Context: an optimization exercise on an open-source flow, tuned for small area, a short achievable clock period and few clock cycles per item. The choices shown serve that exercise and are no tape-out recipe. In this exercise RTL edits were held to simulation tests only and were not proved equivalent to the original. Power is estimated from default activity; no workload was simulated.

--- flow/config.mk ---
export PLATFORM = sky130hd
export DESIGN_NAME = bcm_encoder
export DESIGN_NICKNAME = bcm_encoder
export VERILOG_FILES = /design/flow/design.v
export SDC_FILE = /design/flow/constraint.sdc
export NUM_CORES = 4
export LEC_CHECK = 0
export ABC_AREA = 1
export CAP_MARGIN = 20
export CORE_MARGIN = 2
export CORE_UTILIZATION = 40
export SLEW_MARGIN = 20
--- flow/constraint.sdc ---
create_clock -name core_clock -period 18.0 [get_ports {clk}]
set_input_delay 3.6000 -clock core_clock [delete_from_list [all_inputs] [get_ports {clk}]]
set_output_delay 3.6000 -clock core_clock [all_outputs]
set_load 0.01 [all_outputs]
--- flow/flow/run.sh ---
#!/bin/bash
# ORFS layout through the standard.sh, with these changes to how it is made:
#  - synthesis: the standard script, but ABC maps the logic with an area
#    script (strash; dch -f; amap), Yosys does not extract half/full adders and
#    inserts no buffers between register outputs and output ports (the port
#    buffers below are still inserted). Registers are mapped before ABC runs,
#    so they are the standard ones;
#  - port buffers are sky130_fd_sc_hd__buf_1 instead of the default delay buffer;
#  - CTS uses sky130_fd_sc_hd__clkbuf_8 and inserts no dummy loads;
#  - timing repair aims for a setup slack margin of 13 ns (the SDC is unchanged).
# Each step's full output goes to a log file in this folder.
set -euo pipefail
W=$PWD
rm -rf "$W/scripts_area"
cp -r "$FLOW_HOME/scripts" "$W/scripts_area"
printf 'strash\ndch -f\namap\ntopo\n' > "$W/scripts_area/abc_area.script"
export BUFFER_PORTS_ARGS="-buffer_cell sky130_fd_sc_hd__buf_1"
export CTS_ARGS="-sink_clustering_enable -repair_clock_nets -dont_use_dummy_load -buf_list sky130_fd_sc_hd__clkbuf_8"
export SETUP_SLACK_MARGIN=13
bash standard.sh SCRIPTS_DIR="$W/scripts_area" ADDER_MAP_FILE= SYNTH_INSBUF=0 synth > flow_synth.log 2>&1
bash standard.sh > flow_layout.log 2>&1
--- flow/standard.sh ---
#!/bin/bash
# synth_recipe.tcl (not shown) runs the flow's synth.tcl, then flattens the netlist and writes it again
# the make line also repeats each setting of config.mk as NAME=value (left out here)
make -C /OpenROAD-flow-scripts/flow DESIGN_CONFIG=/design/flow/config.mk WORK_HOME=/design/flow/orfs CLKGATE_MAP_FILE= SYNTH_SCRIPT=/design/flow/synth_recipe.tcl "${@:-finish}"
--- flow/design.v ---
module bcm_gamma(v, y);
  input [7:0] v;
  wire [7:0] v;
  output [7:0] y;
  wire [7:0] y;
  wire _0_;
  wire _100_;
  wire _101_;
  wire _102_;
  wire _103_;
  wire _104_;
  wire _105_;
  wire _106_;
  wire _107_;
  wire _108_;
  wire _109_;
  wire _10_;
  wire _110_;
  wire _111_;
  wire _112_;
  wire _113_;
  wire _114_;
  wire _115_;
  wire _116_;
  wire _117_;
  wire _118_;
  wire _119_;
  wire _11_;
  wire _120_;
  wire _121_;
  wire _122_;
  wire _123_;
  wire _124_;
  wire _125_;
  wire _126_;
  wire _127_;
  wire _128_;
  wire _129_;
  wire _12_;
  wire _130_;
  wire _131_;
  wire _132_;
  wire _133_;
  wire _134_;
  wire _135_;
  wire _136_;
  wire _137_;
  wire _138_;
  wire _139_;
  wire _13_;
  wire _140_;
  wire _141_;
  wire _142_;
  wire _143_;
  wire _144_;
  wire _145_;
  wire _146_;
  wire _147_;
  wire _148_;
  wire _149_;
  wire _14_;
  wire _150_;
  wire _151_;
  wire _152_;
  wire _153_;
  wire _154_;
  wire _155_;
  wire _156_;
  wire _157_;
  wire _158_;
  wire _159_;
  wire _15_;
  wire _160_;
  wire _161_;
  wire _162_;
  wire _163_;
  wire _164_;
  wire _165_;
  wire _166_;
  wire _167_;
  wire _168_;
  wire _169_;
  wire _16_;
  wire _170_;
  wire _171_;
  wire _172_;
  wire _173_;
  wire _174_;
  wire _175_;
  wire _176_;
  wire _177_;
  wire _178_;
  wire _179_;
  wire _17_;
  wire _180_;
  wire _181_;
  wire _182_;
  wire _183_;
  wire _184_;
  wire _185_;
  wire _186_;
  wire _187_;
  wire _188_;
  wire _189_;
  wire _18_;
  wire _190_;
  wire _191_;
  wire _192_;
  wire _193_;
  wire _194_;
  wire _195_;
  wire _196_;
  wire _197_;
  wire _198_;
  wire _199_;
  wire _19_;
  wire _1_;
  wire _200_;
  wire _201_;
  wire _202_;
  wire _203_;
  wire _204_;
  wire _205_;
  wire _206_;
  wire _207_;
  wire _208_;
  wire _209_;
  wire _20_;
  wire _210_;
  wire _211_;
  wire _212_;
  wire _213_;
  wire _214_;
  wire _215_;
  wire _216_;
  wire _217_;
  wire _218_;
  wire _219_;
  wire _21_;
  wire _220_;
  wire _221_;
  wire _222_;
  wire _223_;
  wire _224_;
  wire _225_;
  wire _226_;
  wire _227_;
  wire _228_;
  wire _229_;
  wire _22_;
  wire _230_;
  wire _231_;
  wire _232_;
  wire _233_;
  wire _234_;
  wire _235_;
  wire _236_;
  wire _237_;
  wire _238_;
  wire _239_;
  wire _23_;
  wire _240_;
  wire _241_;
  wire _242_;
  wire _243_;
  wire _244_;
  wire _245_;
  wire _246_;
  wire _247_;
  wire _248_;
  wire _249_;
  wire _24_;
  wire _250_;
  wire _251_;
  wire _252_;
  wire _253_;
  wire _254_;
  wire _255_;
  wire _256_;
  wire _257_;
  wire _258_;
  wire _259_;
  wire _25_;
  wire _260_;
  wire _261_;
  wire _262_;
  wire _263_;
  wire _264_;
  wire _265_;
  wire _266_;
  wire _267_;
  wire _268_;
  wire _269_;
  wire _26_;
  wire _270_;
  wire _271_;
  wire _272_;
  wire _273_;
  wire _274_;
  wire _275_;
  wire _276_;
  wire _277_;
  wire _278_;
  wire _279_;
  wire _27_;
  wire _28_;
  wire _29_;
  wire _2_;
  wire _30_;
  wire _31_;
  wire _32_;
  wire _33_;
  wire _34_;
  wire _35_;
  wire _36_;
  wire _37_;
  wire _38_;
  wire _39_;
  wire _3_;
  wire _40_;
  wire _41_;
  wire _42_;
  wire _43_;
  wire _44_;
  wire _45_;
  wire _46_;
  wire _47_;
  wire _48_;
  wire _49_;
  wire _4_;
  wire _50_;
  wire _51_;
  wire _52_;
  wire _53_;
  wire _54_;
  wire _55_;
  wire _56_;
  wire _57_;
  wire _58_;
  wire _59_;
  wire _5_;
  wire _60_;
  wire _61_;
  wire _62_;
  wire _63_;
  wire _64_;
  wire _65_;
  wire _66_;
  wire _67_;
  wire _68_;
  wire _69_;
  wire _6_;
  wire _70_;
  wire _71_;
  wire _72_;
  wire _73_;
  wire _74_;
  wire _75_;
  wire _76_;
  wire _77_;
  wire _78_;
  wire _79_;
  wire _7_;
  wire _80_;
  wire _81_;
  wire _82_;
  wire _83_;
  wire _84_;
  wire _85_;
  wire _86_;
  wire _87_;
  wire _88_;
  wire _89_;
  wire _8_;
  wire _90_;
  wire _91_;
  wire _92_;
  wire _93_;
  wire _94_;
  wire _95_;
  wire _96_;
  wire _97_;
  wire _98_;
  wire _99_;
  wire _9_;
  assign _263_ = 4'h8 >> v[1:0];
  assign _262_ = 4'h1 >> { _263_, v[2] };
  assign _261_ = 4'h2 >> { _262_, v[3] };
  assign _260_ = 4'h2 >> v[6:5];
  assign _259_ = 4'h1 >> v[3:2];
  assign _258_ = 4'h2 >> { _259_, v[4] };
  assign _257_ = 4'h8 >> { _258_, _260_ };
  assign _256_ = 4'h8 >> { _257_, _261_ };
  assign _255_ = 4'h1 >> { v[3], v[4] };
  assign _254_ = 4'h4 >> { _255_, v[5] };
  assign _253_ = 4'h1 >> { _254_, v[6] };
  assign _252_ = 4'h1 >> { _253_, v[5] };
  assign _251_ = 4'h2 >> { _252_, v[7] };
  assign y[6] = 4'h4 >> { _251_, _256_ };
  assign _250_ = 4'h8 >> { _255_, _262_ };
  assign _249_ = 4'h2 >> { _250_, v[5] };
  assign _248_ = 4'h2 >> v[7:6];
  assign _247_ = 4'h8 >> { _248_, _249_ };
  assign _246_ = 4'h1 >> { _259_, v[4] };
  assign _245_ = 4'h2 >> { _261_, v[4] };
  assign _244_ = 4'h1 >> { _245_, _246_ };
  assign _243_ = 4'h2 >> { _244_, v[5] };
  assign _242_ = 4'h2 >> { _243_, _253_ };
  assign _241_ = 4'h8 >> { _263_, v[2] };
  assign _240_ = 4'h8 >> { _241_, v[3] };
  assign _239_ = 4'h1 >> { _240_, v[4] };
  assign _238_ = 4'h1 >> { _239_, v[5] };
  assign _237_ = 4'h4 >> { v[3], v[0] };
  assign _236_ = 4'h2 >> { _237_, v[4] };
  assign _235_ = 4'h1 >> v[1:0];
  assign _234_ = 4'h4 >> { _235_, v[2] };
  assign _233_ = 4'h8 >> { _234_, v[4] };
  assign _232_ = 4'h1 >> { _233_, _236_ };
  assign _231_ = 4'h4 >> v[1:0];
  assign _230_ = 4'h2 >> v[1:0];
  assign _229_ = 4'h4 >> { _230_, v[2] };
  assign _228_ = 4'h2 >> { v[0], v[2] };
  assign _227_ = 4'h1 >> { _228_, v[3] };
  assign _226_ = 4'h4 >> { _227_, _229_ };
  assign _225_ = 4'h4 >> { _226_, _231_ };
  assign _224_ = 4'h1 >> { _225_, _232_ };
  assign _223_ = 4'h4 >> { _259_, v[0] };
  assign _222_ = 4'h2 >> { _223_, v[4] };
  assign _221_ = 4'h2 >> { _222_, v[6] };
  assign _220_ = 4'h4 >> { _221_, _224_ };
  assign _219_ = 4'h4 >> { _220_, _238_ };
  assign _218_ = 4'h2 >> { _219_, v[7] };
  assign _217_ = 4'h4 >> { _218_, _242_ };
  assign y[5] = 4'he >> { _217_, _247_ };
  assign _216_ = 4'h1 >> { _241_, v[3] };
  assign _215_ = 4'h2 >> { _216_, v[4] };
  assign _214_ = 4'h1 >> { _215_, _255_ };
  assign _213_ = 4'h1 >> { _214_, v[5] };
  assign _212_ = 4'h2 >> { _246_, v[5] };
  assign _211_ = 4'h4 >> { _212_, _261_ };
  assign _210_ = 4'h1 >> { _211_, _213_ };
  assign _209_ = 4'h1 >> { _210_, v[6] };
  assign _208_ = 4'h2 >> { _235_, v[2] };
  assign _207_ = 4'h1 >> { _208_, v[3] };
  assign _206_ = 4'h1 >> { _207_, _261_ };
  assign _205_ = 4'h1 >> { _208_, _234_ };
  assign _204_ = 4'h1 >> { v[1], v[2] };
  assign _203_ = 4'h2 >> { _204_, _205_ };
  assign _202_ = 4'h8 >> { _203_, v[3] };
  assign _201_ = 4'h1 >> { _202_, _206_ };
  assign _200_ = 4'h1 >> { _201_, v[4] };
  assign _199_ = 4'h1 >> { _235_, _263_ };
  assign _198_ = 4'h1 >> { _199_, v[4] };
  assign _197_ = 4'h2 >> { _198_, v[3] };
  assign _196_ = 4'h1 >> { _197_, v[5] };
  assign _195_ = 4'h4 >> { _196_, _200_ };
  assign _194_ = 4'h2 >> { _234_, v[3] };
  assign _193_ = 4'h2 >> { _233_, v[5] };
  assign _192_ = 4'h4 >> { _193_, _194_ };
  assign _191_ = 4'h2 >> { _192_, v[6] };
  assign _190_ = 4'h4 >> { _191_, _195_ };
  assign _189_ = 4'h1 >> { _190_, _209_ };
  assign _188_ = 4'h2 >> { _189_, v[7] };
  assign _187_ = 4'h2 >> { _215_, _249_ };
  assign _186_ = 4'h4 >> { _248_, _254_ };
  assign _185_ = 4'h4 >> { _186_, _187_ };
  assign y[4] = 4'he >> { _185_, _188_ };
  assign _184_ = 4'h8 >> { v[1], v[2] };
  assign _183_ = 4'h1 >> { _184_, _262_ };
  assign _182_ = 4'h1 >> { _235_, v[3] };
  assign _181_ = 4'h4 >> { _182_, _183_ };
  assign _180_ = 4'h8 >> { _183_, v[3] };
  assign _179_ = 4'h1 >> { _180_, v[4] };
  assign _178_ = 4'h4 >> { _179_, _181_ };
  assign _177_ = 4'h4 >> { _178_, _234_ };
  assign _176_ = 4'h1 >> { _207_, v[4] };
  assign _175_ = 4'h1 >> { _176_, _177_ };
  assign _174_ = 4'h8 >> { _184_, v[3] };
  assign _173_ = 4'h1 >> { _174_, _175_ };
  assign _172_ = 4'h2 >> { _215_, v[5] };
  assign _171_ = 4'h4 >> { _172_, _173_ };
  assign _170_ = 4'h1 >> { _171_, _213_ };
  assign _169_ = 4'h2 >> { _170_, v[6] };
  assign _168_ = 4'h1 >> { _169_, _257_ };
  assign _167_ = 4'h1 >> { _168_, v[7] };
  assign _166_ = 4'h1 >> { _175_, _205_ };
  assign _165_ = 4'h4 >> { _216_, _262_ };
  assign _164_ = 4'h2 >> { _165_, v[4] };
  assign _163_ = 4'h2 >> { _199_, v[2] };
  assign _162_ = 4'h1 >> { _163_, _229_ };
  assign _161_ = 4'h1 >> { _162_, v[3] };
  assign _160_ = 4'h2 >> { _161_, v[4] };
  assign _159_ = 4'h1 >> { _160_, _164_ };
  assign _158_ = 4'h4 >> { _235_, v[3] };
  assign _157_ = 4'h1 >> { _158_, v[2] };
  assign _156_ = 4'h1 >> { _157_, _159_ };
  assign _155_ = 4'h1 >> { _156_, _166_ };
  assign _154_ = 4'h2 >> { _155_, v[5] };
  assign _153_ = 4'h4 >> { _164_, v[2] };
  assign _152_ = 4'h2 >> { _204_, v[3] };
  assign _151_ = 4'h4 >> { _152_, _241_ };
  assign _150_ = 4'h2 >> { _151_, _176_ };
  assign _149_ = 4'h1 >> { _150_, v[5] };
  assign _148_ = 4'h4 >> { _149_, _153_ };
  assign _147_ = 4'h2 >> { _148_, v[6] };
  assign _146_ = 4'h4 >> { _147_, _154_ };
  assign _145_ = 4'h8 >> { _201_, v[4] };
  assign _144_ = 4'h1 >> { _216_, _255_ };
  assign _143_ = 4'h4 >> { _144_, _145_ };
  assign _142_ = 4'h1 >> { _143_, v[5] };
  assign _141_ = 4'h1 >> { _152_, _259_ };
  assign _140_ = 4'h1 >> { _141_, v[4] };
  assign _139_ = 4'h8 >> { _206_, v[4] };
  assign _138_ = 4'h1 >> { _139_, _140_ };
  assign _137_ = 4'h2 >> { _138_, v[5] };
  assign _136_ = 4'h1 >> { _137_, v[6] };
  assign _135_ = 4'h4 >> { _136_, _142_ };
  assign _134_ = 4'h2 >> { _135_, v[7] };
  assign _133_ = 4'h4 >> { _134_, _146_ };
  assign y[3] = 4'he >> { _133_, _167_ };
  assign _132_ = 4'h4 >> { _162_, _235_ };
  assign _131_ = 4'h2 >> { _132_, v[3] };
  assign _130_ = 4'h4 >> { _199_, v[3] };
  assign _129_ = 4'h2 >> { _130_, v[4] };
  assign _128_ = 4'h4 >> { _129_, _131_ };
  assign _127_ = 4'h4 >> { v[0], v[2] };
  assign _126_ = 4'h1 >> { _127_, _228_ };
  assign _125_ = 4'h8 >> { _126_, v[3] };
  assign _124_ = 4'h1 >> { _125_, _163_ };
  assign _123_ = 4'h4 >> { _124_, _203_ };
  assign _122_ = 4'h1 >> { _123_, v[3] };
  assign _121_ = 4'h4 >> { v[3], v[1] };
  assign _120_ = 4'h1 >> { _121_, _228_ };
  assign _119_ = 4'h4 >> { _120_, _122_ };
  assign _118_ = 4'h2 >> { _119_, v[3] };
  assign _117_ = 4'h8 >> { _199_, v[2] };
  assign _116_ = 4'h2 >> { _117_, _182_ };
  assign _115_ = 4'h2 >> { _116_, v[4] };
  assign _114_ = 4'h4 >> { _115_, _118_ };
  assign _113_ = 4'h1 >> { _114_, _128_ };
  assign _112_ = 4'h1 >> { _113_, _230_ };
  assign _111_ = 4'h8 >> { _125_, _199_ };
  assign _110_ = 4'h1 >> { _111_, v[4] };
  assign _109_ = 4'h4 >> { _110_, _123_ };
  assign _108_ = 4'h1 >> { _109_, _112_ };
  assign _107_ = 4'h2 >> { _108_, v[5] };
  assign _106_ = 4'h1 >> { _122_, v[4] };
  assign _105_ = 4'h4 >> { _106_, _118_ };
  assign _104_ = 4'h8 >> { v[3], v[1] };
  assign _103_ = 4'h2 >> { _104_, _129_ };
  assign _102_ = 4'h4 >> { _103_, _184_ };
  assign _101_ = 4'h1 >> { _102_, v[5] };
  assign _100_ = 4'h4 >> { _101_, _105_ };
  assign _99_ = 4'h2 >> { _100_, v[6] };
  assign _98_ = 4'h4 >> { _99_, _107_ };
  assign _97_ = 4'h4 >> { _203_, _261_ };
  assign _96_ = 4'h2 >> { _203_, v[3] };
  assign _95_ = 4'h2 >> { _96_, v[4] };
  assign _94_ = 4'h4 >> { _95_, _97_ };
  assign _93_ = 4'h1 >> { _116_, v[4] };
  assign _92_ = 4'h4 >> { _93_, _96_ };
  assign _91_ = 4'h2 >> { _92_, v[5] };
  assign _90_ = 4'h4 >> { _91_, _94_ };
  assign _89_ = 4'h4 >> { _164_, _202_ };
  assign _88_ = 4'h1 >> { v[2], v[4] };
  assign _87_ = 4'h1 >> { _88_, v[5] };
  assign _86_ = 4'h4 >> { _87_, _89_ };
  assign _85_ = 4'h1 >> { _86_, v[6] };
  assign _84_ = 4'h4 >> { _85_, _90_ };
  assign _83_ = 4'h1 >> { _84_, _98_ };
  assign _82_ = 4'h2 >> { _83_, v[7] };
  assign _81_ = 4'h2 >> { _184_, _194_ };
  assign _80_ = 4'h1 >> { _81_, _175_ };
  assign _264_ = 4'h8 >> v[3:2];
  assign _265_ = 4'h2 >> { _264_, _164_ };
  assign _266_ = 4'h2 >> { _265_, v[5] };
  assign _267_ = 4'h4 >> { _266_, _80_ };
  assign _268_ = 4'h1 >> { _267_, _142_ };
  assign _269_ = 4'h2 >> { _268_, v[6] };
  assign _270_ = 4'h2 >> { _240_, _258_ };
  assign _271_ = 4'h2 >> { _208_, _255_ };
  assign _272_ = 4'h2 >> { _271_, _260_ };
  assign _273_ = 4'h4 >> { _272_, _270_ };
  assign _274_ = 4'h1 >> { _273_, v[7] };
  assign _275_ = 4'h4 >> { _274_, _269_ };
  assign y[2] = 4'h1 >> { _275_, _82_ };
  assign _276_ = 4'h4 >> { _103_, _119_ };
  assign _277_ = 4'h2 >> { _177_, v[5] };
  assign _278_ = 4'h4 >> { _277_, _276_ };
  assign _279_ = 4'h2 >> { _86_, v[6] };
  assign _0_ = 4'h4 >> { _279_, _278_ };
  assign _1_ = 4'h2 >> { _151_, _258_ };
  assign _2_ = 4'h2 >> { _1_, v[5] };
  assign _3_ = 4'h4 >> { _2_, _200_ };
  assign _4_ = 4'h8 >> { _194_, v[4] };
  assign _5_ = 4'h4 >> { _4_, v[5] };
  assign _6_ = 4'h1 >> { _5_, v[6] };
  assign _7_ = 4'h4 >> { _6_, _3_ };
  assign _8_ = 4'h1 >> { _7_, v[7] };
  assign _9_ = 4'h4 >> { _8_, _0_ };
  assign _10_ = 4'h1 >> { v[1], v[4] };
  assign _11_ = 4'h1 >> { _10_, v[5] };
  assign _12_ = 4'h4 >> { _11_, _128_ };
  assign _13_ = 4'h4 >> { _231_, v[2] };
  assign _14_ = 4'h2 >> { _13_, _162_ };
  assign _15_ = 4'h2 >> { _14_, _222_ };
  assign _16_ = 4'h4 >> { _110_, _161_ };
  assign _17_ = 4'h1 >> { _16_, _15_ };
  assign _18_ = 4'h2 >> { _17_, v[5] };
  assign _19_ = 4'h1 >> { _18_, v[6] };
  assign _20_ = 4'h4 >> { _19_, _12_ };
  assign _21_ = 4'h1 >> { _184_, v[5] };
  assign _22_ = 4'h8 >> { _21_, v[0] };
  assign _23_ = 4'h1 >> { _21_, v[0] };
  assign _24_ = 4'h2 >> { _23_, v[3] };
  assign _25_ = 4'h4 >> { _24_, _22_ };
  assign _26_ = 4'h1 >> { _226_, v[4] };
  assign _27_ = 4'h4 >> { _26_, _25_ };
  assign _28_ = 4'h1 >> { v[1], v[5] };
  assign _29_ = 4'h2 >> { _28_, _126_ };
  assign _30_ = 4'h2 >> { _29_, _182_ };
  assign _31_ = 4'h2 >> { _30_, _236_ };
  assign _32_ = 4'h2 >> { _31_, v[6] };
  assign _33_ = 4'h4 >> { _32_, _27_ };
  assign _34_ = 4'h2 >> { _33_, v[7] };
  assign _35_ = 4'h4 >> { _34_, _20_ };
  assign y[1] = 4'he >> { _35_, _9_ };
  assign _36_ = 4'h2 >> { _128_, _160_ };
  assign _37_ = 4'h1 >> { _116_, v[1] };
  assign _38_ = 4'h1 >> { _37_, v[4] };
  assign _39_ = 4'h1 >> { _38_, v[5] };
  assign _40_ = 4'h4 >> { _39_, _36_ };
  assign _41_ = 4'h8 >> { _126_, _182_ };
  assign _42_ = 4'h2 >> { _41_, _124_ };
  assign _43_ = 4'h1 >> { _42_, v[4] };
  assign _44_ = 4'h2 >> { _224_, v[5] };
  assign _45_ = 4'h4 >> { _44_, _43_ };
  assign _46_ = 4'h1 >> { _45_, _40_ };
  assign _47_ = 4'h2 >> { _46_, v[6] };
  assign _48_ = 4'h2 >> { _166_, v[5] };
  assign _49_ = 4'h4 >> { _48_, _114_ };
  assign _50_ = 4'h2 >> { _4_, _238_ };
  assign _51_ = 4'h1 >> { _50_, v[6] };
  assign _52_ = 4'h4 >> { _51_, _49_ };
  assign _53_ = 4'h1 >> { _52_, _47_ };
  assign _54_ = 4'h1 >> { _53_, v[7] };
  assign _55_ = 4'h2 >> { _230_, v[3] };
  assign _56_ = 4'h8 >> { _55_, _14_ };
  assign _57_ = 4'h1 >> { _41_, v[4] };
  assign _58_ = 4'h4 >> { _57_, _56_ };
  assign _59_ = 4'h1 >> { _58_, v[6] };
  assign _60_ = 4'h4 >> { _59_, _112_ };
  assign _61_ = 4'h2 >> { _145_, v[6] };
  assign _62_ = 4'h8 >> { _61_, _175_ };
  assign _63_ = 4'h2 >> { _62_, v[5] };
  assign _64_ = 4'h4 >> { _63_, _60_ };
  assign _65_ = 4'h1 >> { _94_, _139_ };
  assign _66_ = 4'h1 >> { _65_, _183_ };
  assign _67_ = 4'h2 >> { _178_, v[6] };
  assign _68_ = 4'h4 >> { _67_, _66_ };
  assign _69_ = 4'h8 >> { _216_, v[0] };
  assign _70_ = 4'h2 >> { _125_, v[4] };
  assign _71_ = 4'h4 >> { _70_, _69_ };
  assign _72_ = 4'h4 >> { v[0], v[4] };
  assign _73_ = 4'h1 >> { _72_, v[6] };
  assign _74_ = 4'h4 >> { _73_, _71_ };
  assign _75_ = 4'h1 >> { _74_, v[5] };
  assign _76_ = 4'h4 >> { _75_, _68_ };
  assign _77_ = 4'h2 >> { _76_, v[7] };
  assign _78_ = 4'h4 >> { _77_, _64_ };
  assign y[0] = 4'h1 >> { _78_, _54_ };
  assign _79_ = 4'h1 >> { _256_, v[6] };
  assign y[7] = 4'h2 >> { _79_, v[7] };
endmodule
module bcm_lidx(p, y);
  input [6:0] p;
  wire [6:0] p;
  output [7:0] y;
  wire [7:0] y;
  wire _0_;
  wire _10_;
  wire _11_;
  wire _12_;
  wire _13_;
  wire _14_;
  wire _15_;
  wire _16_;
  wire _17_;
  wire _18_;
  wire _19_;
  wire _1_;
  wire _20_;
  wire _21_;
  wire _22_;
  wire _23_;
  wire _24_;
  wire _25_;
  wire _26_;
  wire _27_;
  wire _28_;
  wire _29_;
  wire _2_;
  wire _30_;
  wire _31_;
  wire _32_;
  wire _33_;
  wire _34_;
  wire _35_;
  wire _36_;
  wire _37_;
  wire _38_;
  wire _39_;
  wire _3_;
  wire _40_;
  wire _41_;
  wire _42_;
  wire _43_;
  wire _44_;
  wire _45_;
  wire _46_;
  wire _47_;
  wire _48_;
  wire _49_;
  wire _4_;
  wire _50_;
  wire _51_;
  wire _52_;
  wire _53_;
  wire _54_;
  wire _55_;
  wire _56_;
  wire _57_;
  wire _58_;
  wire _59_;
  wire _5_;
  wire _60_;
  wire _61_;
  wire _62_;
  wire _63_;
  wire _64_;
  wire _65_;
  wire _66_;
  wire _67_;
  wire _68_;
  wire _69_;
  wire _6_;
  wire _70_;
  wire _71_;
  wire _72_;
  wire _73_;
  wire _74_;
  wire _75_;
  wire _76_;
  wire _77_;
  wire _78_;
  wire _79_;
  wire _7_;
  wire _80_;
  wire _81_;
  wire _8_;
  wire _9_;
  assign _49_ = 4'h4 >> { _50_, _59_ };
  assign _48_ = 4'h2 >> { _49_, p[6] };
  assign _47_ = 4'h8 >> { _48_, p[5] };
  assign _46_ = 4'h4 >> { _66_, p[2] };
  assign _45_ = 4'h2 >> { _46_, p[4] };
  assign _44_ = 4'h8 >> { _45_, _49_ };
  assign _43_ = 4'h2 >> { _45_, p[5] };
  assign _42_ = 4'h1 >> { _43_, _48_ };
  assign _41_ = 4'h4 >> { _42_, _44_ };
  assign y[6] = 4'h1 >> { _41_, _47_ };
  assign _40_ = 4'h8 >> { _45_, p[5] };
  assign _39_ = 4'h1 >> { _40_, p[6] };
  assign _38_ = 4'h8 >> { _39_, _49_ };
  assign _37_ = 4'h1 >> { _39_, _49_ };
  assign y[5] = 4'h1 >> { _37_, _38_ };
  assign _36_ = 4'h4 >> { y[6], p[0] };
  assign _35_ = 4'h1 >> { _52_, p[4] };
  assign _34_ = 4'h4 >> { p[1], p[2] };
  assign _33_ = 4'h4 >> { _34_, _35_ };
  assign _32_ = 4'h4 >> { _33_, _36_ };
  assign _31_ = 4'h2 >> { _64_, p[0] };
  assign _30_ = 4'h2 >> { _31_, p[2] };
  assign _29_ = 4'h4 >> { _30_, _66_ };
  assign _28_ = 4'h4 >> { _64_, p[0] };
  assign _27_ = 4'h4 >> { _28_, p[5] };
  assign _26_ = 4'h1 >> { _27_, _46_ };
  assign _25_ = 4'h4 >> { _26_, _29_ };
  assign _24_ = 4'h1 >> { _25_, p[5] };
  assign _23_ = 4'h4 >> { _56_, p[6] };
  assign _22_ = 4'h1 >> { _23_, _35_ };
  assign _21_ = 4'h4 >> { _22_, _24_ };
  assign _20_ = 4'h1 >> { _21_, _32_ };
  assign _19_ = 4'h4 >> { _20_, _55_ };
  assign _18_ = 4'h1 >> { p[3], p[5] };
  assign _17_ = 4'h1 >> { _18_, _52_ };
  assign _16_ = 4'h8 >> { p[1], p[2] };
  assign _15_ = 4'h1 >> { _16_, _17_ };
  assign _14_ = 4'h1 >> { _15_, _54_ };
  assign _13_ = 4'h8 >> { _14_, _19_ };
  assign _12_ = 4'h8 >> p[6:5];
  assign _11_ = 4'h1 >> { _12_, _14_ };
  assign _10_ = 4'h4 >> { _11_, _19_ };
  assign y[4] = 4'he >> { _10_, _13_ };
  assign _9_ = 4'h8 >> { _55_, _66_ };
  assign _8_ = 4'h1 >> { _25_, p[4] };
  assign _7_ = 4'h1 >> { _8_, _9_ };
  assign y[3] = 4'h8 >> { _7_, _20_ };
  assign _6_ = 4'h8 >> { _30_, _65_ };
  assign _5_ = 4'h2 >> { _32_, _61_ };
  assign _4_ = 4'h1 >> { _65_, p[2] };
  assign _3_ = 4'h1 >> { _4_, _31_ };
  assign _2_ = 4'h4 >> { _3_, _28_ };
  assign _1_ = 4'h8 >> { _2_, p[4] };
  assign _0_ = 4'h4 >> { _31_, p[2] };
  assign _81_ = 4'h1 >> { _0_, p[5] };
  assign _80_ = 4'h4 >> { _81_, _1_ };
  assign _79_ = 4'h4 >> { _80_, _5_ };
  assign _78_ = 4'h2 >> { p[3], p[1] };
  assign _77_ = 4'h2 >> { _78_, p[4] };
  assign _76_ = 4'h1 >> { _77_, _2_ };
  assign _75_ = 4'h1 >> { _76_, _1_ };
  assign _74_ = 4'h8 >> { _46_, p[0] };
  assign _73_ = 4'h2 >> { _74_, p[5] };
  assign _72_ = 4'h4 >> { _73_, _75_ };
  assign _71_ = 4'h1 >> { _72_, _79_ };
  assign _70_ = 4'h1 >> { _71_, _6_ };
  assign y[2] = 4'h1 >> { _70_, _47_ };
  assign y[7] = 4'h1 >> { _39_, _47_ };
  assign _69_ = 4'h1 >> { p[6], p[3] };
  assign _68_ = 4'h8 >> { _69_, _67_ };
  assign y[0] = 4'h2 >> { _68_, y[7] };
  assign _67_ = 4'h1 >> { p[0], p[2] };
  assign _66_ = 4'h1 >> { p[3], p[1] };
  assign _65_ = 4'h8 >> { p[3], p[1] };
  assign _64_ = 4'h1 >> { _65_, _66_ };
  assign _63_ = 4'h2 >> { _64_, _67_ };
  assign _62_ = 4'h1 >> { _66_, _67_ };
  assign _61_ = 4'h1 >> { _62_, _63_ };
  assign _60_ = 4'h2 >> { _61_, p[3] };
  assign _59_ = 4'h2 >> { _60_, p[4] };
  assign _58_ = 4'h2 >> { p[1], p[2] };
  assign _57_ = 4'h4 >> { _58_, p[0] };
  assign _56_ = 4'h2 >> { _57_, p[5] };
  assign _55_ = 4'h8 >> { _56_, p[2] };
  assign _54_ = 4'h8 >> p[3:2];
  assign _53_ = 4'h4 >> { _54_, p[4] };
  assign _52_ = 4'h8 >> { p[3], p[5] };
  assign _51_ = 4'h1 >> { _52_, _53_ };
  assign _50_ = 4'h4 >> { _51_, _55_ };
  assign y[1] = y[0];
endmodule
module bcm_encoder (
    input  wire        clk,
    input  wire        rst,
    input  wire        cmd_valid,
    output wire        cmd_ready,
    input  wire [1:0]  cmd_op,
    input  wire [2:0]  cmd_t,
    input  wire [1:0]  cmd_mode,
    input  wire [5:0]  cmd_x,
    input  wire [3:0]  cmd_row,
    input  wire [23:0] cmd_top,
    input  wire [23:0] cmd_bot,
    input  wire [31:0] cmd_val,
    output wire        wr_valid,
    input  wire        wr_ready,
    output wire [12:0] wr_addr,
    output wire [15:0] wr_data,
    output wire        rsp_valid,
    output wire [7:0]  rsp_data
);
    localparam [1:0] OP_ENCODE = 2'd0;
    localparam [1:0] OP_SETBRIGHT = 2'd1;
    localparam [1:0] OP_GETBRIGHT = 2'd2;
    reg [6:0] percent;
    reg [6:0] duty;
    reg       rsp_q;
    reg [47:0] c_ring;      
    reg [2:0]  c_ph;        
    reg        c_done;      
    reg        c_free;      
    wire       c_busy = !c_free;
    reg        c_set;       
    reg [1:0]  c_mode;
    reg [2:0]  c_t;
    reg [5:0]  c_x;
    reg [3:0]  c_row;
    reg [47:0] o_ch;        
    reg        o_valid;
    reg [2:0]  o_j;
    reg [3:0]  o_row;
    reg [5:1]  o_x;
    reg        o_x0n;       
    reg [2:0]  o_s;         
    reg [3:0]  o_a;         
    reg        o_lat;
    reg        o_oe;
    wire take = cmd_valid && c_free;
    wire o_last = o_valid && (o_j == 3'd7);
    wire o_adv  = !o_valid || wr_ready;
    wire o_load = !o_valid || (o_j == 3'd7);
    wire o_free = !o_valid || (o_j == 3'd7);
    wire aligned = (c_ph == 3'd0);
    wire c_gam = (c_mode != 2'd0) && !c_set;
    wire mv_rdy = c_busy && !c_set && aligned && (c_done || !c_gam);
    wire move  = mv_rdy && o_adv && o_load;
    wire apply = c_busy && c_set && aligned && c_done && o_free;
    wire       val_big = (|cmd_val[30:7]) || (cmd_val[6:0] > 7'd100);
    wire [6:0] val_clamp = cmd_val[31] ? 7'd0 : (val_big ? 7'd100 : cmd_val[6:0]);
    wire [47:0] ring_in = {cmd_bot[7:0], cmd_bot[15:8], cmd_bot[23:16],
                           cmd_top[7:0], cmd_top[15:8],
                           (cmd_op == OP_SETBRIGHT) ? {1'b0, val_clamp} : cmd_top[23:16]};
    wire [7:0] s_idx;
    bcm_lidx u_lidx (.p(c_ring[6:0]), .y(s_idx));
    wire       s_first = c_busy && c_set && (c_ph == 3'd0) && !c_done;
    wire [7:0] gam_out;
    bcm_gamma u_gam (.v(c_ring[7:0]), .y(gam_out));
    wire [7:0] rot_in = s_first ? s_idx : (c_gam && !c_done) ? gam_out : c_ring[7:0];
    wire [6:0] s_lin = {1'b0, c_ring[7:2]} + {6'd0, (c_ring[1:0] != 2'd0)};
    wire [6:0] s_cb  = {1'b0, gam_out[7:2]} + {6'd0, gam_out[1]};
    wire [6:0] duty_new = (c_mode == 2'd0) ? s_lin :
                          (c_mode == 2'd2 && percent != 7'd0 && s_cb == 7'd0) ? 7'd1 : s_cb;
    wire        oe_m = (c_x == 6'd0) || (c_x == 6'd63) || ({1'b0, c_x} >= duty);
    wire [6:0]  oe_thr = (o_s != 3'd0) ? (duty >> o_s) : duty;  
    wire [5:0]  o_xf = {o_x, ~o_x0n};
    wire        oe_n = (o_xf == 6'd0) || o_lat || ({1'b0, o_xf} >= oe_thr);
    always @(posedge clk) begin
        if (c_free) begin
            c_ring <= ring_in;
            c_ph <= 3'd0;
            c_done <= 1'b0;
        end else begin
            c_ring <= {rot_in, c_ring[47:8]};
            c_ph <= (c_ph >= 3'd5) ? 3'd0 : c_ph + 3'd1;
            if (c_ph == 3'd5)
                c_done <= 1'b1;
        end
        if (c_free) begin
            c_set <= (cmd_op == OP_SETBRIGHT);
            c_mode <= cmd_mode;
            c_t <= cmd_t;
            c_x <= cmd_x;
            c_row <= cmd_row;
        end
        if (o_adv) begin
            if (o_load) begin
                o_ch <= c_ring;
                o_row <= c_row;
                o_x <= c_x[5:1];
                o_x0n <= ~c_x[0];
                o_s <= c_t;
                o_a <= c_row - 4'd1;
                o_lat <= (c_x == 6'd63);
                o_oe <= oe_m;
                o_j <= 3'd0;
            end else begin
                o_ch <= {1'b0, o_ch[47:41], 1'b0, o_ch[39:33], 1'b0, o_ch[31:25],
                         1'b0, o_ch[23:17], 1'b0, o_ch[15:9], 1'b0, o_ch[7:1]};
                o_a <= o_row;
                if (o_s != 3'd0)
                    o_s <= o_s - 3'd1;
                o_oe <= oe_n;
                o_j <= o_j + 3'd1;
            end
        end
        if (s_first)
            percent <= c_ring[6:0];
        if (apply)
            duty <= duty_new;
        if (rst) begin
            c_free <= 1'b1;
            o_valid <= 1'b0;
            rsp_q <= 1'b0;
            percent <= 7'd100;
            duty <= 7'd64;
        end else begin
            if (take && (cmd_op == OP_ENCODE || cmd_op == OP_SETBRIGHT)) begin
                c_free <= 1'b0;
            end else if (move || apply) begin
                    c_free <= 1'b1;
            end
            if (o_adv && o_load)
                o_valid <= mv_rdy;
            rsp_q <= take && (cmd_op == OP_SETBRIGHT || cmd_op == OP_GETBRIGHT);
        end
    end
    assign cmd_ready = c_free;
    assign wr_valid = o_valid;
    assign wr_addr = {o_row, o_j, o_x, o_x0n};
    assign wr_data = {4'b0000, o_a, o_oe, o_lat,
                      o_ch[40], o_ch[32], o_ch[24], o_ch[16], o_ch[8], o_ch[0]};
    assign rsp_valid = rsp_q;
    assign rsp_data = {1'b0, percent};
endmodule
==> reports/qor.yml, run 1 <==
wl_mm: 21.5
initial_core_util_pct: 40.7
drt-initial-drc-count: 868
postCtsHoldBufs: 0
internal_power_uw: 587
status: "timing/DRC/antenna clean"
hpwlAfterDp_mm: 14.7
synthSimpleGateAreaFrac_pct: 15.8
drt_first_pass_iters: 5
worst_setup_path_start_kind: "register"
grt_pass1_wl_mm: 33.4
synthAdderAreaFrac_pct: 0
min_period_ns: 4.90
nFillCells: 1744
max_freq_ghz: 0.204
ys_types: 43
avgRoutedWirePerCell_um: 18.8
worst_slew_pin_slew_ns: 0.805
hold_slack_ns: 0.453
coreArea_mm2: 0.0180
slew_headroom_pct: 46.2
final_antenna_net_count: 0
setup_viol: 0
cts.sink_count: 155
timing.rr.start: "c_ring[0]"
grt_use_met1_pct: 31.0
cp-endpoint: "cmd_ready"
critPathCaptureType: "primary output"
fin_setup_tns_ns: 0
die_h_um: 139
gr-usage-all-layers_pct: 21.9
cts_tree: "built"
cp-startpoint: "c_free"
worstPathArrival_ns: 1.30
antenna_found_initial: 0
drv_cap: 0
clock_latency_ns: 0.46
slew_viol_final: 0
gp_congestion: 0.998
pwr-share-clk_pct: 22.7
rrSetupSlack_ns: 13.42
area_growth_pct: 16.6
grt_max_degree: 73
clk_pin_slew_ns: 0.06
p_switching_uw: 273
use_met3_pct: 4.49
synth_area_leaders: "edfxtp_1 (35%), dfxtp_1 (19%), o22a_1 (8.6%)"
finalNetCount: 1018
netlist_instances: 744
io_pins: 141
crit_path_max_fanout: 72
viasPerCell: 5.84
comb_power_share_pct: 24.6
rr_worst_depth: 20
worstPathRequired_ns: 14.40
grt_pass1_vias: 6140
ys_warn_count: 1
leakagePower_nw: 2.89
peakVddDrop_uv: 54.4
synth_mux_area_share_pct: 0
hold_viol: 0
vias: 6686
hp-class: "reg2reg"
yosys_register_bits: 155
port_buffers: 135
synth_xor_area_share_pct: 0
p_seq_share_pct: 52.8
overflow: 0
diodes: 0
grt.met2_usage_pct: 33.6
clock-root-buffer: "clkbuf_8"
ys_seq_area_share_pct: 54.3
clockBufferDepth: 2
regToRegEndpoint: "duty[0]"
synth_compound_area_share_pct: 27.2
switching_share_pct: 31.7
syn_area_mm2: 0.00731
critPathKind: "reg2out"
fp.dieW_um: 139
synth_top_family_by_area: "compound AO/OA/AOI/OAI gates"
rows: 49
drc: 0
pwr_density_cell_mw_per_mm2: 101
rsz0062_at_grt: "yes"
htree_levels: 4
grt.busiest_layer: "met2"
die_area_mm2: 0.0194
fin_cells: 1144
drive_gt1_share_pct: 4.48
place_inst: 1122
cts-buffers-inserted: 17
synth.top_cell.area_share_pct: 35.3
timing.final.crit_share_pct: 27.2
synth.largest_area_cell: "edfxtp_1"
skew_ns: 0.0232
syn_area_per_cell_um2: 9.82
## cell usage in the layout (no fill, tap or decap), types with 10 or more instances in the layout
| master | synthesis | routed |
|---|---|---|
| clkbuf_8 | 0 | 17 |
| buf_4 | 0 | 12 |
| dfxtp_1 | 69 | 67 |
| o22a_1 | 72 | 72 |
| or2_0 | 10 | 10 |
| nor3_1 | 17 | 17 |
| o32a_1 | 14 | 14 |
| a31oi_1 | 14 | 14 |
| a21oi_1 | 41 | 40 |
| nor2b_1 | 14 | 14 |
| buf_1 | 0 | 135 |
| nand2_1 | 39 | 39 |
| o22ai_1 | 10 | 10 |
| o21ai_0 | 52 | 52 |
| clkinv_1 | 54 | 51 |
| edfxtp_1 | 86 | 86 |
| nor4_1 | 12 | 12 |
| nor2_1 | 144 | 142 |
## Yosys cell counts (all sizes together)
| cell type | count |
|---|---|
| nand4 | 3 |
| a21o | 5 |
| o22a | 72 |
| o21ai | 52 |
| nor3b | 4 |
| o311a | 1 |
| o311ai | 4 |
| o21a | 9 |
| o211ai | 5 |
| dfxtp | 69 |
| nand3 | 9 |
| nor4 | 12 |
| a21oi | 41 |
| nor3 | 17 |
| a32o | 2 |
| o2111a | 1 |
| or2 | 10 |
| edfxtp | 86 |
| nor2 | 144 |
| o221ai | 5 |
| a22oi | 2 |
| a31oi | 14 |
| or3 | 6 |
| nor4b | 1 |
| a221oi | 5 |
| nor2b | 14 |
| o221a | 5 |
| o32ai | 4 |
| a221o | 4 |
| a222oi | 1 |
| clkinv | 54 |
| conb | 1 |
| o22ai | 10 |
| a2111oi | 1 |
| o32a | 14 |
| a211oi | 9 |
| nand2 | 39 |
| and2 | 1 |
| a311o | 1 |
| o31ai | 2 |
| o21bai | 1 |
| a311oi | 3 |
| or4 | 1 |
## logic make-up (layout without fill, tap and decap cells)
| kind of cell | count (synthesis) | after routing |
|---|---|---|
| AO/OA/AOI/OAI | 273 | 273 |
| flip-flops | 155 | 155 |
| buffers and inverters | 54 | 221 |
| other | 1 | 5 |
| AND/OR/NAND/NOR | 261 | 261 |
## registers in the layout (all words and copies together) (netlist names)
register and cells:
o_row 4, c_mode 2, c_t 3, rsp_q 1, o_ch 48, o_oe 1
c_x 6, o_x0n 1, c_ring 48, o_lat 1, c_free 1, c_set 1
c_ph 3, percent 7, duty 7, o_a 4, o_j 3, c_row 4
c_done 1, o_valid 1, o_s 3, o_x 5
## worst max-delay path: stages (launching register included)
cell     delay [ns]
dfxtp_2        0.34
buf_12         0.31
buf_1          0.19
## stage by stage
| step | utilization (%) | worst slack [ns] | total power [mW] | instance area [µm²] |
|---|---|---|---|---|
| after CTS | 47.1 | 13.06 | 0.859 | 8450 |
| after global routing | 47.4 | 12.90 | 0.904 | 8520 |
| after floorplan | - | 13.02 | 0.592 | 7330 |
| after detailed placement | 45.7 | 12.64 | 0.665 | 8210 |
| after global placement | 45.7 | 12.64 | 0.667 | 8210 |
| final | 47.4 | 13.10 | 0.860 | 8520 |
## metal layers
layer	wire [µm]	part of all wire, %
met2	9690	45
met5	0	0
met1	9570	44
met4	536	2.5
met3	1740	8.1
## power groups by stage
stage               sequential, mW  clock [mW]  combinational (mW)
finish                       0.454       0.195               0.211
CTS                          0.453       0.200               0.206
floorplan                    0.460           0               0.131
global route                 0.459       0.213               0.233
detailed placement           0.461           0               0.204
global placement             0.460           0               0.206
## worst min-delay path by stage
stage             from      end  cells past startpoint
3_5_place_dp   c_ph[0]  c_ph[0]                      1
5_1_grt        c_ph[0]  c_ph[0]                      1
2_1_floorplan  c_ph[0]  c_ph[0]                      1
4_1_cts        c_ph[0]  c_ph[0]                      1
6_report       c_ph[0]  c_ph[0]                      1
3_3_place_gp   c_ph[0]  c_ph[0]                      1
## layout make-up
type / count / area [µm²] / area share, %
inverter: 54 / 211 / 2.48
sequential: 155 / 3970 / 46.6
multi-input combinational: 539 / 3180 / 37.3
clock buffer: 17 / 234 / 2.75
tap: 229 / 287 / 3.36
timing repair buffer: 149 / 637 / 7.48
timing repair inverter: 1 / 5.00 / 0.0588
## what timing repair did
action | in CTS | in global routing
endpoints found under the setup margin | 1 | 7
buffers inserted | 0 | 3
resized for setup | 3 | 5
cloned | 0 | 1
Testbench counts, summed over its fixed seeds: cycles 131,262, items 16,384.
==> run 2: changes to the inputs <==
--- a/flow/design.v
+++ b/flow/design.v
@@ -781,5 +781,5 @@
     reg        c_done;      
     reg        c_free;      
-    wire       c_busy = !c_free;
+    reg        c_busy;      
     reg        c_set;       
     reg [1:0]  c_mode;
@@ -807,11 +807,11 @@
     wire move  = mv_rdy && o_adv && o_load;
     wire apply = c_busy && c_set && aligned && c_done && o_free;
-    wire       val_big = (|cmd_val[30:7]) || (cmd_val[6:0] > 7'd100);
-    wire [6:0] val_clamp = cmd_val[31] ? 7'd0 : (val_big ? 7'd100 : cmd_val[6:0]);
+    wire [7:0] val_in = cmd_val[31] ? 8'd0 : {(|cmd_val[30:7]), cmd_val[6:0]};
     wire [47:0] ring_in = {cmd_bot[7:0], cmd_bot[15:8], cmd_bot[23:16],
                            cmd_top[7:0], cmd_top[15:8],
-                           (cmd_op == OP_SETBRIGHT) ? {1'b0, val_clamp} : cmd_top[23:16]};
+                           (cmd_op == OP_SETBRIGHT) ? val_in : cmd_top[23:16]};
+    wire [6:0] s_pct = (c_ring[7] || c_ring[6:0] > 7'd100) ? 7'd100 : c_ring[6:0];
     wire [7:0] s_idx;
-    bcm_lidx u_lidx (.p(c_ring[6:0]), .y(s_idx));
+    bcm_lidx u_lidx (.p(s_pct), .y(s_idx));
     wire       s_first = c_busy && c_set && (c_ph == 3'd0) && !c_done;
     wire [7:0] gam_out;
@@ -827,5 +827,5 @@
     wire        oe_n = (o_xf == 6'd0) || o_lat || ({1'b0, o_xf} >= oe_thr);
     always @(posedge clk) begin
-        if (c_free) begin
+        if (!c_busy) begin
             c_ring <= ring_in;
             c_ph <= 3'd0;
@@ -837,5 +837,5 @@
                 c_done <= 1'b1;
         end
-        if (c_free) begin
+        if (!c_busy) begin
             c_set <= (cmd_op == OP_SETBRIGHT);
             c_mode <= cmd_mode;
@@ -866,9 +866,10 @@
         end
         if (s_first)
-            percent <= c_ring[6:0];
+            percent <= s_pct;
         if (apply)
             duty <= duty_new;
         if (rst) begin
             c_free <= 1'b1;
+            c_busy <= 1'b0;
             o_valid <= 1'b0;
             rsp_q <= 1'b0;
@@ -878,6 +879,8 @@
             if (take && (cmd_op == OP_ENCODE || cmd_op == OP_SETBRIGHT)) begin
                 c_free <= 1'b0;
+                c_busy <= 1'b1;
             end else if (move || apply) begin
-                    c_free <= 1'b1;
+                c_free <= 1'b1;
+                c_busy <= 1'b0;
             end
             if (o_adv && o_load)
--- a/flow/config.mk
+++ b/flow/config.mk
@@ -9,4 +9,5 @@
 export CAP_MARGIN = 20
 export CORE_MARGIN = 2
-export CORE_UTILIZATION = 40
+export CORE_UTILIZATION = 65
+export PLACE_DENSITY = 0.75
 export SLEW_MARGIN = 20
==> reports/qor.yml, run 2 <==
status: "timing/DRC/antenna clean"  # unchanged
ys_types: 46  # was 43
skew_ns: 0.0139  # was 0.0232 ns
final_cell_mix: "nor2_1 (144), buf_1 (135), edfxtp_1 (86), dfxtp_1 (68), a21oi_1 (63)"  # was nor2_1 (142), buf_1 (135), edfxtp_1 (86), o22a_1 (72), dfxtp_1 (67)
final_antenna_net_count: 0  # unchanged
worst_slew_pin_slew_ns: 0.851  # was 0.805 ns
htree_levels: 4  # unchanged
cts-buffers-inserted: 17  # unchanged
min_path_cells: 2  # was 1
drt-initial-drc-count: 1413  # was 868
clock_latency_ns: 0.44  # was 0.46 ns
rsz0062_at_grt: "yes"  # unchanged
synth_flop_cell: "edfxtp_1"  # unchanged
antenna_found_initial: 0  # unchanged
wl_mm: 22.5  # was 21.5 mm
hp-class: "reg2reg"  # unchanged
netlist_instances: 765  # was 744
synth_top_family_by_area: "compound AO/OA/AOI/OAI gates"  # unchanged
critPathCaptureType: "register"  # was primary output
peakVddDrop_uv: 74.6  # was 54.4 µV
setup_viol: 0  # unchanged
synth_common_cells: "nor2_1 (146), edfxtp_1 (86), dfxtp_1 (70)"  # was nor2_1 (144), edfxtp_1 (86), o22a_1 (72)
pwr_density_cell_mw_per_mm2: 104  # was 101 mW/mm²
worstPathArrival_ns: 5.17  # was 1.30 ns
overflow: 0  # unchanged
clk_pin_slew_ns: 0.08  # was 0.06 ns
path_cells: "buf_1, nor2_1, nor2_2, clkinv_2, nor4_4, nor2_1, a21oi_1, nor2_1"  # was buf_12, buf_1
critPathKind: "in2reg"  # was reg2out
port_buffers: 135  # unchanged
regToRegEndpoint: "duty[0]"  # unchanged
synth.largest_area_cell: "edfxtp_1"  # unchanged
drv_cap: 0  # unchanged
crit_path_top_delay_cell: "nor2_2"  # was dfxtp_2
synth_xor_area_share_pct: 0  # unchanged
synthSimpleGateAreaFrac_pct: 14.6  # was 15.8%
p_seq_share_pct: 52.9  # was 52.8%
max_freq_ghz: 0.205  # was 0.204 GHz
synthAdderAreaFrac_pct: 0  # unchanged
pwr-share-clk_pct: 22.0  # was 22.7%
diodes: 0  # unchanged
synth_edf_count: 86  # unchanged
ys_seq_area_share_pct: 54.5  # was 54.3%
slowest_delay_ns: 0.52  # was 0.34 ns
switching_share_pct: 32.2  # was 31.7%
area_growth_pct: 14.6  # was 16.6%
fp.dieW_um: 110  # was 139 µm
yosys_register_bits: 156  # was 155
grt_pass1_vias: 6697  # was 6140
crit_path_max_fanout: 12  # was 72
hold_path_end: "c_ring[5]"  # was c_ph[0]
synth_mux_area_share_pct: 0  # unchanged
drt_first_pass_iters: 6  # was 5
async_flop_share_pct: 0  # unchanged
synth_area_leaders: "edfxtp_1 (35%), dfxtp_1 (19%), nor2_1 (7.5%)"  # was edfxtp_1 (35%), dfxtp_1 (19%), o22a_1 (8.6%)
vias: 7290  # was 6686
leakagePower_nw: 2.89  # about the same
worst_setup_path_start_kind: "input port"  # was register
yosysMostFrequentCell: "nor2_1"  # unchanged
syn_area_mm2: 0.00730  # was 0.00731 mm²
rrSetupSlack_ns: 13.38  # was 13.42 ns
slew_headroom_pct: 43.2  # was 46.2%
comb_power_share_pct: 25.2  # was 24.6%
cts_tree: "built"  # unchanged
timing.rr.start: "c_ring[0]"  # unchanged
synth.top_cell.area_share_pct: 35.4  # was 35.3%
ys_warn_count: 1  # unchanged
dp_slack_ns: 12.44  # was 12.64 ns
drc: 0  # unchanged
top_regs: "c_ring: 48 flops, o_ch: 48 flops"  # unchanged
grt_max_degree: 67  # was 73
hpwlAfterDp_mm: 15.4  # was 14.7 mm
avgRoutedWirePerCell_um: 21.0  # was 18.8 µm
viasPerCell: 6.80  # was 5.84
cts.sink_count: 156  # was 155
multi_input_area_mm2: 0.00313  # was 0.00318 mm²
cp_common_cell: "nor2_1"
setup_ws_ns: 13.12  # was 13.10 ns
io_pins: 141  # unchanged
gp_congestion: 0.912  # was 0.998
hold_viol: 0  # unchanged
finalNetCount: 1035  # was 1018
drive_gt1_share_pct: 4.51  # was 4.48%
clock-root-buffer: "clkbuf_8"  # unchanged
worstPathRequired_ns: 18.29  # was 14.40 ns
min_period_ns: 4.88  # was 4.90 ns
syn_area_per_cell_um2: 9.55  # was 9.82 µm²
coreArea_mm2: 0.0109  # was 0.0180 mm²
rows: 38  # was 49
min_from: "c_ring[13]"  # was c_ph[0]
rr_worst_depth: 24  # was 20
p_switching_uw: 280  # was 273 µW
final_common_cell: "nor2_1"  # unchanged
clockBufferDepth: 2  # unchanged
internal_power_uw: 589  # was 587 µW
gr-usage-all-layers_pct: 37.0  # was 21.9%
initial_core_util_pct: 67.1  # was 40.7%
fin_setup_tns_ns: 0  # unchanged
grt_pass1_wl_mm: 33.4  # about the same
synth_compound_area_share_pct: 27.4  # was 27.2%
die_area_mm2: 0.0121  # was 0.0194 mm²
timing.final.crit_share_pct: 27.1  # was 27.2%
nFillCells: 715  # was 1744
slew_viol_final: 0  # unchanged
die_h_um: 110  # was 139 µm
register_area_mm2: 0.00399  # was 0.00397 mm²
run 2: power by group through the flow:
stage          Clock [mW]  Combinational (mW)  Sequential [mW]
2_1_floorplan           0               0.135            0.463
3_3_place_gp            0               0.202            0.461
3_5_place_dp            0               0.207            0.465
4_1_cts             0.188               0.210            0.457
5_1_grt             0.204               0.237            0.462
6_report            0.191               0.218            0.459
run 2: stage by stage:
step	cell area, µm²	instances	hold slack, ns	total power, mW	util (%)
2_1_floorplan	7340	769	0.424	0.598	-
5_1_grt	8370	1072	0.464	0.903	76.9
3_3_place_gp	8100	1053	0.434	0.662	74.4
3_5_place_dp	8100	1053	0.453	0.671	74.4
6_report	8370	1072	0.452	0.868	76.9
4_1_cts	8340	1070	0.455	0.855	76.6
run 2: area by class of cell:
| class | instances | area share [%] |
|---|---|---|
| clock buffers | 17 | 2.80 |
| inverters | 66 | 3.11 |
| well taps | 140 | 2.09 |
| repair buffers | 146 | 7.04 |
| multi-input cells | 547 | 37.3 |
| flip-flops and latches | 156 | 47.6 |
run 2: worst max-delay path: cells and delay by family:
| kind | cells | cell delay, ns |
|---|---|---|
| buf+inv | 2 | 0.27 |
| compound gates | 1 | 0.25 |
| simple gates | 5 | 1.06 |
run 2: worst max path at each step:
| stage | startpoint | end | slack [ns] | cells after the start |
|---|---|---|---|---|
| global placement | wr_ready | c_busy | 12.68 | 8 |
| finish | wr_ready | c_busy | 13.12 | 8 |
| detailed placement | wr_ready | c_busy | 12.44 | 8 |
| global route | c_ring[0] | duty[0] | 12.97 | 22 |
| floorplan | wr_ready | c_busy | 13.03 | 7 |
| CTS | wr_ready | o_ch[22] | 13.11 | 3 |
run 2: what timing repair did:
| item | 4_1_cts | 5_1_grt |
|---|---|---|
| hold buffers | 0 | 0 |
| gates resized for setup | 2 | 7 |
| setup buffers | 0 | 2 |
| endpoints found under the setup margin | 3 | 45 |
run 2: kinds of logic (layout without fill, tap and decap cells):
family,Yosys count,in the layout
AOI/OAI and AO/OA,290,290
DFF,156,156
buffers and inverters,66,229
and+or+nand+nor,252,252
other,1,5
run 2: layer usage:
layer  GRT usage (%)  up-vias  part of all wire [%]  wire length [µm]
li1                -     3244                     -                 -
met1            46.3     3394                    37              8380
met2            60.7      556                    48             10800
met3            8.35       96                    10              2310
met4            17.9        0                   4.2               939
met5               0        -                     0                 0
Testbench counts of run 2, summed over its fixed seeds: cycles 131,262, items 16,384.
==> run 3: changes to the inputs <==
--- a/flow/flow/run.sh
+++ b/flow/flow/run.sh
@@ -17,5 +17,5 @@
 export BUFFER_PORTS_ARGS="-buffer_cell sky130_fd_sc_hd__buf_1"
 export CTS_ARGS="-sink_clustering_enable -repair_clock_nets -dont_use_dummy_load -buf_list sky130_fd_sc_hd__clkbuf_8"
-export SETUP_SLACK_MARGIN=13
+export SETUP_SLACK_MARGIN=12.5
 bash standard.sh SCRIPTS_DIR="$W/scripts_area" ADDER_MAP_FILE= SYNTH_INSBUF=0 synth > flow_synth.log 2>&1
 bash standard.sh > flow_layout.log 2>&1
==> reports/qor.yml, run 3 <==
rsz0062_at_grt: "no"  # was yes
place_inst: 1050  # was 1053
worstPathRequired_ns: 18.31  # was 18.29 ns
final_antenna_net_count: 0  # unchanged
io_pins: 141  # unchanged
timing.rr.start: "c_ring[2]"  # was c_ring[0]
min_path_cells: 2  # unchanged
overflow: 0  # unchanged
critPathCaptureType: "register"  # unchanged
nFillCells: 725  # was 715
cts_tree: "built"  # unchanged
ys_types: 46  # unchanged
hp-class: "reg2reg"  # unchanged
synth.top_cell.area_share_pct: 35.4  # unchanged
p_seq_share_pct: 53.2  # was 52.9%
initial_core_util_pct: 67.1  # unchanged
drt_first_pass_iters: 10  # was 6
fp.dieW_um: 110  # unchanged
setup_viol: 0  # unchanged
switching_share_pct: 32.5  # was 32.2%
slew_headroom_pct: 30.2  # was 43.2%
finalNetCount: 1035  # unchanged
die_area_mm2: 0.0121  # unchanged
path_cells: "buf_1, nor2_1, nor2_1, clkinv_1, nor4_1, nor2_1, a21oi_1, nor2_1"  # was buf_1, nor2_1, nor2_2, clkinv_2, nor4_4, nor2_1, a21oi_1, nor2_1
critPathKind: "in2reg"  # unchanged
min_from: "c_ring[39]"  # was c_ring[13]
total_power_uw: 871  # was 868 µW
grt_pass1_vias: 6961  # was 6697
diodes: 0  # unchanged
viasPerCell: 6.80  # about the same
yosys_register_bits: 156  # unchanged
top_regs: "c_ring: 48 flops, o_ch: 48 flops"  # unchanged
postCtsHoldBufs: 0  # unchanged
regToRegEndpoint: "c_ring[42]"  # was duty[0]
cp_common_cell: "nor2_1"  # unchanged
peakVddDrop_uv: 80.7  # was 74.6 µV
coreArea_mm2: 0.0109  # unchanged
critical-path-top-delay-family: "simple AND/OR/NAND/NOR gates"  # unchanged
crit_path_max_fanout: 12  # unchanged
rrSetupSlack_ns: 12.88  # was 13.38 ns
yosysMostFrequentCell: "nor2_1"  # unchanged
max_freq_ghz: 0.191  # was 0.205 GHz
final_common_cell: "nor2_1"  # unchanged
clk_pin_slew_ns: 0.08  # about the same
crit_cells: 8  # unchanged
dpl-instance-area_mm2: 0.00806  # was 0.00810 mm²
fin_cells: 1072  # unchanged
slew_viol_final: 0  # unchanged
clock-root-buffer: "clkbuf_8"  # unchanged
netlist_instances: 765  # unchanged
worst_slew_pin_slew_ns: 1.05  # was 0.851 ns
drive_gt1_share_pct: 3.86  # was 4.51%
vias: 7289  # was 7290
drc: 0  # unchanged
setup_ws_ns: 12.77  # was 13.12 ns
htree_levels: 4  # unchanged
synth_common_cells: "nor2_1 (146), edfxtp_1 (86), dfxtp_1 (70)"  # unchanged
synth_area_leaders: "edfxtp_1 (35%), dfxtp_1 (19%), nor2_1 (7.5%)"  # unchanged
ys_warn_count: 1  # unchanged
comb_power_share_pct: 24.6  # was 25.2%
min_period_ns: 5.23  # was 4.88 ns
clock_latency_ns: 0.45  # was 0.44 ns
synth_flop_cell: "edfxtp_1"  # unchanged
syn_area_mm2: 0.00730  # unchanged
antenna_found_initial: 0  # unchanged
worstPathArrival_ns: 5.54  # was 5.17 ns
synth_edf_count: 86  # unchanged
wl_mm: 22.4  # was 22.5 mm
register_area_mm2: 0.00399  # unchanged
skew_ns: 0.0187  # was 0.0139 ns
clockBufferDepth: 2  # unchanged
port_buffers: 135  # unchanged
avgRoutedWirePerCell_um: 20.9  # was 21.0 µm
status: "timing/DRC/antenna clean"  # unchanged
hold_path_end: "c_ring[31]"  # was c_ring[5]
rows: 38  # unchanged
pwr_density_cell_mw_per_mm2: 104  # about the same
drt-initial-drc-count: 1272  # was 1413
gp_congestion: 1.05  # was 0.912
gr-usage-all-layers_pct: 37.4  # was 37.0%
crit_path_top_delay_cell: "nor2_1"  # was nor2_2
worst_setup_path_start_kind: "input port"  # unchanged
pwr-share-clk_pct: 22.2  # was 22.0%
synth.largest_area_cell: "edfxtp_1"  # unchanged
drv_cap: 0  # unchanged
cts-buffers-inserted: 17  # unchanged
syn_area_per_cell_um2: 9.55  # unchanged
slowest_delay_ns: 0.78  # was 0.52 ns
ys_seq_area_share_pct: 54.5  # unchanged
grt_max_degree: 67  # unchanged
leakagePower_nw: 2.88  # was 2.89 nW
final_cell_mix: "nor2_1 (146), buf_1 (135), edfxtp_1 (86), dfxtp_1 (68), a21oi_1 (63)"  # was nor2_1 (144), buf_1 (135), edfxtp_1 (86), dfxtp_1 (68), a21oi_1 (63)
dp_slack_ns: 12.36  # was 12.44 ns
rr_worst_depth: 19  # was 24
internal_power_uw: 588  # was 589 µW
grt_pass1_wl_mm: 34.2  # was 33.4 mm
die_h_um: 110  # unchanged
fin_setup_tns_ns: 0  # unchanged
timing.final.crit_share_pct: 29.0  # was 27.1%
async_flop_share_pct: 0  # unchanged
stdcell_area_mm2: 0.00834  # was 0.00837 mm²
area_growth_pct: 14.1  # was 14.6%
hpwlAfterDp_mm: 14.9  # was 15.4 mm
multi_input_area_mm2: 0.00310  # was 0.00313 mm²
cp_num_buf_inv: 2  # unchanged
cts.sink_count: 156  # unchanged
hold_viol: 0  # unchanged
p_switching_uw: 283  # was 280 µW
==> run 3: cell count changes in the layout (fill, tap and decap cells not counted), sizes merged <==
cell,change
inv,-1
clkinv,+1
clkinvlp,+1
buf,-1
==> run 3: area by class of cell <==
cell class                 instances  area share [%]
sequential                       156            47.8
multi-input combinational        547            37.2
timing repair buffer             145            6.98
inverter                          66            3.08
clock buffer                      17            2.81
tap                              140            2.10
timing repair inverter             1          0.0600
==> run 3: power by group through the flow <==
stage / sequential [mW] / combinational, mW / clock (mW)
after floorplan: 0.463 / 0.135 / 0
after global placement: 0.464 / 0.195 / 0
after detailed placement: 0.467 / 0.202 / 0
after CTS: 0.461 / 0.205 / 0.192
after global routing: 0.467 / 0.233 / 0.205
final: 0.463 / 0.214 / 0.194
==> run 3: worst register-to-register path: stages (launching register included) <==
cell	delay (ns)
dfxtp_1	0.51
clkinvlp_4	0.24
buf_4	0.16
nand2_1	0.12
nor2_1	0.18
clkinv_1	0.14
a41o_1	0.34
nor2_1	0.28
clkinv_1	0.22
o32ai_1	0.39
a21oi_1	0.12
a2111oi_0	0.48
clkinv_1	0.24
a221oi_1	0.45
o2111a_1	0.27
nor2_1	0.05
o41ai_1	0.30
o31a_1	0.20
nor2_1	0.04
o32a_1	0.29
==> run 3: how the worst max path moves through the flow <==
| stage | startpoint | to | slack, ns |
|---|---|---|---|
| after global routing | wr_ready | c_busy | 12.60 |
| after global placement | wr_ready | c_busy | 12.48 |
| after CTS | c_ring[3] | c_ring[42] | 12.66 |
| after floorplan | wr_ready | c_busy | 12.85 |
| after detailed placement | wr_ready | c_busy | 12.36 |
| final | wr_ready | c_busy | 12.77 |
==> run 3: cells by family after synthesis <==
group,count (synthesis),share of synthesized area [%]
buffers and inverters,66,3.39
and+or+nand+nor,252,14.6
other,1,0.0513
DFF,156,54.5
AOI/OAI and AO/OA,290,27.4
==> run 3: metal layers <==
layer | track usage [%] | vias to the layer above | wire, µm
met1 | 46.5 | 3406 | 8250
met2 | 61.4 | 554 | 10800
met4 | 18.4 | 0 | 753
li1 | - | 3236 | -
met5 | 0 | - | 0
met3 | 8.70 | 93 | 2570
==> run 3: per-stage QoR <==
step           hold slack (ns)  util (%)
2_1_floorplan            0.424         -
3_3_place_gp             0.434      74.0
3_5_place_dp             0.443      74.0
4_1_cts                  0.436      76.2
5_1_grt                  0.469      76.6
6_report                 0.440      76.6
==> run 3: what timing repair did <==
| action | in CTS | in global routing |
|---|---|---|
| setup endpoints to repair | 0 | 4 |
| setup buffers | 0 | 4 |
| gates resized for setup | 0 | 3 |

re-timing with driven ports:
Ports are ideal in the flow. The routed layouts listed here were re-timed in OpenROAD. Step 1: set_driving_cell puts a clkbuf_16 on clk and a buf_2 on each other input, an assumption about the parent block. Step 2 also shifts input and output timing later by t, the mid clock arrival at the registers, as if the neighbouring blocks saw the same clock. Slacks: ideal / step 1 / step 2; pairs: ideal / step 1.
run	t, ns	setup slack, ns	latest minus earliest clock arrival (ns)	cell pins on the clock port's net
run 1	0.488	13.097 / 13.058 / 12.705	0.028 / 0.028	1
run 2	0.478	13.117 / 13.134 / 12.656	0.014 / 0.014	1
run 3	0.481	12.775 / 12.793 / 12.312	0.022 / 0.023	1
After both steps every run listed still meets setup and hold. The setup slack of run 3, which loses most, moves by +0.018 ns with the drivers and by -0.463 ns with both steps.
